Background: an optimization exercise with open tools, aiming at small area, a short achievable clock period and few clock cycles. Do not read the settings as production practice.
Function was checked by simulation only, so behaviour that the tests miss may differ from the original.
Power figures rest on the tool's default switching activity, not on a simulated workload.

== old ==
// sdrb
module sdrb (
    input  wire        clk,
    input  wire        rst_n,
    input  wire        cmd_valid,
    output wire        cmd_ready,
    input  wire [31:0] cmd_word,
    input  wire [31:0] cmd_arg0,
    input  wire [31:0] cmd_arg1,
    output wire        rsp_valid,
    input  wire        rsp_ready,
    output wire [31:0] rsp_data,
    output wire        rsp_err
);
    localparam [31:0] HALF  = 32'h3F000000;
    localparam [31:0] ONE   = 32'h3F800000;
    localparam [31:0] HW_ID = 32'h53440100;
    localparam [7:0] OP_NOP     = 8'h00, OP_INIT    = 8'h01,
                     OP_WRITE   = 8'h10, OP_READ    = 8'h11, OP_SETRP  = 8'h12,
                     OP_RBRESET = 8'h13, OP_RESIZE  = 8'h14, OP_GETCAP = 8'h15,
                     OP_SETCAPF = 8'h16, OP_STEP    = 8'h17, OP_GETWC  = 8'h18,
                     OP_GETRC   = 8'h19, OP_DERESET = 8'h20, OP_SETDLY = 8'h21,
                     OP_SETFB   = 8'h22, OP_SETMIX  = 8'h23, OP_MIXSTEP = 8'h24,
                     OP_PROCESS = 8'h25, OP_BLKWR   = 8'h30, OP_BLKRD  = 8'h31,
                     OP_REGRD   = 8'h40, OP_STATCLR = 8'h41;
    localparam [2:0] S_IDLE = 3'd0, S_EXEC = 3'd1, S_HOLD = 3'd2, S_B = 3'd3,
                     S_C    = 3'd4, S_D    = 3'd5, S_SER  = 3'd6;
    localparam [2:0] P_MOD = 3'd0, P_MUL = 3'd1, P_DIV = 3'd2, P_DLY = 3'd3,
                     P_FIN = 3'd4, P_FINB = 3'd5;
    reg  [2:0]  state;
    reg         rst_q;                   
    reg         rdy_q;                   
    reg         is_step_q;               
    reg  [7:0]  opc;
    reg         cc;                      
  ...
For scale: about 14000 cells after synthesis, ~2200 flip-flops, ~140000 µm² of cells after synthesis.
==> flow/config.mk <==
export PLATFORM = sky130hd
export DESIGN_NAME = sdrb
export DESIGN_NICKNAME = sdrb
export VERILOG_FILES = /design/flow/design.v
export SDC_FILE = /design/flow/constraint.sdc
export NUM_CORES = 8
export LEC_CHECK = 0
export CAP_MARGIN = 20
export CORE_MARGIN = 2
export CORE_UTILIZATION = 25
export SLEW_MARGIN = 20
==> flow/constraint.sdc <==
create_clock -name core_clock -period 60.0 [get_ports {clk}]
set_input_delay 12.0000 -clock core_clock [delete_from_list [all_inputs] [get_ports {clk}]]
set_output_delay 12.0000 -clock core_clock [all_outputs]
set_load 0.01 [all_outputs]
standard.sh (not shown) runs the stock make flow with config.mk's settings and CLKGATE_MAP_FILE= SYNTH_SCRIPT=/design/flow/synth_recipe.tcl, a recipe that flattens the netlist after the stock synthesis.
==> flow/flow/run.sh <==
#!/bin/bash
# Layout flow: the standard flow (standard.sh) with these changes:
#  - ABC maps the logic with flow/abc_map.script (delay target 20 ns, with
#    area recovery) instead of ORFS's abc_speed.script; everything else in
#    synthesis is ORFS's (synth_recipe.tcl), so the registers are the same;
#  - the port buffers ORFS inserts at placement are sky130_fd_sc_hd__buf_2;
#  - clock tree synthesis uses larger sink clusters and no dummy loads.
# Runs in the work folder; the flow's full output goes to standard.log here.
set -o pipefail
rm -rf scripts
cp -r "$FLOW_HOME/scripts" scripts
cp flow/abc_map.script scripts/abc_speed.script
export SCRIPTS_DIR="$PWD/scripts"
export BUFFER_PORTS_ARGS="-buffer_cell sky130_fd_sc_hd__buf_2"
export CTS_ARGS="-sink_clustering_enable -repair_clock_nets -dont_use_dummy_load -sink_clustering_size 24 -sink_clustering_max_diameter 110"
bash standard.sh > standard.log 2>&1
==> flow/flow/abc_map.script <==
&get -n
&st
&synch2
&dch -f
&nf -D 20000
&st
&dch -f
&nf -D 20000
&put
buffer -c
topo
stime -c
upsize -c
dnsize -c
The final layout from old, which completed every stage, passed the timing, design-rule and antenna checks at the end of the flow.
Testbench counts of old, summed over its fixed seeds: cycles 14,546.
[inputs] new vs old
-- flow/flow/run.sh --
<<< old, line 14
export BUFFER_PORTS_ARGS="-buffer_cell sky130_fd_sc_hd__buf_2"
export CTS_ARGS="-sink_clustering_enable -repair_clock_nets -dont_use_dummy_load -sink_clustering_size 24 -sink_clustering_max_diameter 110"
bash standard.sh > standard.log 2>&1
>>> new, line 14
export BUFFER_PORTS_ARGS="-buffer_cell sky130_fd_sc_hd__buf_2"
export CTS_ARGS="-sink_clustering_enable -repair_clock_nets -dont_use_dummy_load -sink_clustering_size 20 -sink_clustering_max_diameter 100"
bash standard.sh > standard.log 2>&1
--- outcome ---
- Status: wire length of the first global-routing pass parity (old, new)
- Row sequential share of layout area: new lower / old higher
- Comparing old against new, there is no change at all in area after synthesis.
- Status: average via count per standard cell parity (new, old)
- In the flow results for old and new, the leakage power figure is larger on new.
- Compared old against new; worst setup slack within noise.
- Total power: new above old
- Summary of new over old: DRC violation count after routing has remained practically unchanged; minimum clock period has remained practically unchanged.


lane 1:
Another version of the RTL of sdrb (not shown whole).
Size: roughly 13,000 cells after synthesis, ~140 I/O pins, about 0.14 sq mm of cells after synthesis.
clock: 60.0 ns
lec_check: 0
cap_margin: 20
core_margin: 2
core_utilization: 40
slew_margin: 20
==> flow/flow/run.sh <==
#!/bin/bash
# Layout flow: the standard flow (standard.sh) with these changes:
#  - ABC maps the logic with flow/abc_map.script (fewer delay-driven
#    restructuring rounds, more area recovery) instead of ORFS's
#    abc_speed.script; the rest of synthesis is ORFS's (synth_recipe.tcl), so
#    the registers are the standard synthesis's;
#  - flow/fa_polarity.py then removes inverters around full adders in the
#    synthesized netlist (it rewires, never changes a register);
#  - the port buffers ORFS inserts at placement are sky130_fd_sc_hd__buf_2;
#  - clock tree synthesis uses larger sink clusters and no dummy loads.
# Runs in the work folder; each tool's full output goes to a log file here.
set -eo pipefail
rm -rf scripts
cp -r "$FLOW_HOME/scripts" scripts
cp flow/abc_map.script scripts/abc_speed.script
export SCRIPTS_DIR="$PWD/scripts"
export BUFFER_PORTS_ARGS="-buffer_cell sky130_fd_sc_hd__buf_2"
export CTS_ARGS="-sink_clustering_enable -repair_clock_nets -dont_use_dummy_load -sink_clustering_size 12 -sink_clustering_max_diameter 60 -buf_list sky130_fd_sc_hd__clkbuf_8"
R="$PWD/orfs/results/$FLOW_PLATFORM/sdrb/base"
bash standard.sh "$R/1_2_yosys.v" > synth.log 2>&1
cp "$R/1_2_yosys.v" yosys_netlist_before_fa_polarity.v
python3 flow/fa_polarity.py yosys_netlist_before_fa_polarity.v "$R/1_2_yosys.v" > fa_polarity.log 2>&1
bash standard.sh > standard.log 2>&1
Scripts as last shown in full above: flow/flow/abc_map.script
Other scripts of this flow, unchanged in this note and not shown: flow/flow/fa_polarity.py
Testbench counts of lane 1, summed over its fixed seeds: cycles 14,162.
For lane 2, these inputs were changed with respect to lane 1:
Settings: changing CORE_UTILIZATION from 40 to 25.
## What came out
Lane 2 — tightest slew margin relative to the limit 4.1 points lower, lane 1 as reference. The run showing the greater overall global routing resource usage is lane 1. Compared with lane 1, combinational power in lane 2 decreased slightly. Reported for lane 2 and lane 1, number of non-clock inverters in the layout turned out identical to the last digit. | clock-buffer cell count | lane 2 vs lane 1 | about 3% lower |. Wire length after detailed routing: lane 2 vs lane 1 up about 0.6%.
Here is what was changed in the inputs of lane 3 compared with lane 2.
Settings: CORE_UTILIZATION: 25 -> 40.
-- flow/flow/run.sh --
<<< lane 2, line 16
export SCRIPTS_DIR="$PWD/scripts"
export BUFFER_PORTS_ARGS="-buffer_cell sky130_fd_sc_hd__buf_2"
export CTS_ARGS="-sink_clustering_enable -repair_clock_nets -dont_use_dummy_load -sink_clustering_size 12 -sink_clustering_max_diameter 60 -buf_list sky130_fd_sc_hd__clkbuf_8"
R="$PWD/orfs/results/$FLOW_PLATFORM/sdrb/base"
bash standard.sh "$R/1_2_yosys.v" > synth.log 2>&1
>>> lane 3, line 16
export SCRIPTS_DIR="$PWD/scripts"
export BUFFER_PORTS_ARGS="-buffer_cell sky130_fd_sc_hd__buf_2"
export CTS_ARGS="-sink_clustering_enable -repair_clock_nets -dont_use_dummy_load -sink_clustering_size 20 -sink_clustering_max_diameter 100"
R="$PWD/orfs/results/$FLOW_PLATFORM/sdrb/base"
bash standard.sh "$R/1_2_yosys.v" > synth.log 2>&1
Findings:
- On lane 3: growth of design area from synthesis to finish is 2.4 points lower than what lane 2 gave.
- Delta(non-clock buffer count, lane 3 - lane 2) < 0
- On fraction of power spent switching nets, lane 3 tracks lane 2 almost exactly.
- Internal power of the cells deteriorates in lane 3 relative to lane 2.
- Endpoint arrival time on the critical path in lane 3 vs lane 2: down 0.06 ns
- Lane 3 vs. lane 2: global-route usage now sits higher; final total power now sits higher.
- Diff lane 3..lane 2 | endpoint required time on the critical path | negligible
- Sort lane 2 and lane 3 by setup slack of the critical path after layout, descending, and lane 3 comes first.
The following lists how lane 4 was set up differently from lane 3:
Settings: swapping 40 for 25 in CORE_UTILIZATION.
-- flow/flow/run.sh --
<<< lane 3, line 16
export SCRIPTS_DIR="$PWD/scripts"
export BUFFER_PORTS_ARGS="-buffer_cell sky130_fd_sc_hd__buf_2"
export CTS_ARGS="-sink_clustering_enable -repair_clock_nets -dont_use_dummy_load -sink_clustering_size 20 -sink_clustering_max_diameter 100"
R="$PWD/orfs/results/$FLOW_PLATFORM/sdrb/base"
bash standard.sh "$R/1_2_yosys.v" > synth.log 2>&1
>>> lane 4, line 16
export SCRIPTS_DIR="$PWD/scripts"
export BUFFER_PORTS_ARGS="-buffer_cell sky130_fd_sc_hd__buf_2"
export CTS_ARGS="-sink_clustering_enable -repair_clock_nets -dont_use_dummy_load -sink_clustering_size 12 -sink_clustering_max_diameter 60 -buf_list sky130_fd_sc_hd__clkbuf_8"
R="$PWD/orfs/results/$FLOW_PLATFORM/sdrb/base"
bash standard.sh "$R/1_2_yosys.v" > synth.log 2>&1
-- flow/flow/abc_map.script --
<<< lane 3, line 8
&nf -D 20000
&put
buffer -c
topo
stime -c
>>> lane 4, line 8
&nf -D 20000
&put
topo
stime -c
[summary]
The final layouts of lane 3 and lane 4 pass the timing, design-rule and antenna checks.
Compared to lane 3, lane 4 has sequential share of layout area 1.0 points lower.
Post-placement cell area, lane 4 vs lane 3: up by a few percent
From lane 3 to lane 4 the numbers moved as follows: finished layout cell area grew by about 2.5%, die area +about 56%, leakage power saw a decrease, sequential cell count saw little to no change, total power lower.
Going from lane 3 to lane 4, count of clock buffers in the final design grows by 63%.
Between lane 3 and lane 4, the share of the clock period used by the worst path does not differ in any meaningful way.
The inputs of lane 5 differ from those of lane 4 as listed below.
Settings: changing CORE_UTILIZATION from 25 to 40.
-- flow/flow/run.sh --
<<< lane 4, line 8
#    synthesized netlist (it rewires, never changes a register);
#  - the port buffers ORFS inserts at placement are sky130_fd_sc_hd__buf_2;
#  - clock tree synthesis uses larger sink clusters and no dummy loads.
# Runs in the work folder; each tool's full output goes to a log file here.
set -eo pipefail
>>> lane 5, line 8
#    synthesized netlist (it rewires, never changes a register);
#  - the port buffers ORFS inserts at placement are sky130_fd_sc_hd__buf_2;
#  - clock tree synthesis builds the tree from sky130_fd_sc_hd__clkbuf_8
#    cells, with sink clusters of at most 12 registers within 60 um, and
#    inserts no dummy loads.
# Runs in the work folder; each tool's full output goes to a log file here.
set -eo pipefail
-- flow/flow/abc_map.script --
<<< lane 4, line 8
&nf -D 20000
&put
topo
stime -c
>>> lane 5, line 8
&nf -D 20000
&put
buffer -c
topo
stime -c
==> comparison <==
On total wire length after detailed routing, lane 4 loses to lane 5.
Diff lane 4 -> lane 5: clock tree skew after final layout went up by 0.020 ns, CTS H-tree depth saw little to no change, switching power summed over all nets neither gained nor lost much, final cell count went down by 2,786, setup slack increased 0.054 ns.
The die of lane 5 is smaller than the one used in lane 4.
Total placed cells including tap cells of lane 5 falls short of that of lane 4 by more than 10%.

-- separate check: timing with driven ports --
In the flow no input, the clock included, has a driving cell. The finished layouts below were timed again as built, in two steps. Step 1, drivers: a clkbuf_16 drives clk and a buf_2 each remaining input, both assumed. Step 2 times the ports against the registers' clock, not the clock port: input delays grow and output delays shrink by t, the midpoint of the rising clock arrivals with the driver on. a / b / c = ideal ports / drivers / drivers and shift; a / b = the first two.
run	t, ns	slack for setup (ns)	slew at the worst register clock pin (ns)	pins driven straight from the clock port
old	0.840	35.604 / 35.581 / 35.581	0.11 / 0.11	1
new	0.910	35.604 / 35.580 / 35.580	0.10 / 0.10	1
lane 1	1.192	35.614 / 35.592 / 35.592	0.10 / 0.10	1
lane 2	1.075	35.556 / 35.535 / 35.535	0.10 / 0.10	1
lane 3	0.956	35.616 / 35.593 / 35.593	0.10 / 0.10	1
lane 4	1.148	35.559 / 35.540 / 35.540	0.10 / 0.10	1
lane 5	1.192	35.614 / 35.592 / 35.592	0.10 / 0.10	1
After both steps setup and hold are still met in every run listed. The setup slack of new, which loses most, moves by -0.024 ns with the drivers and by -0.024 ns with both steps.
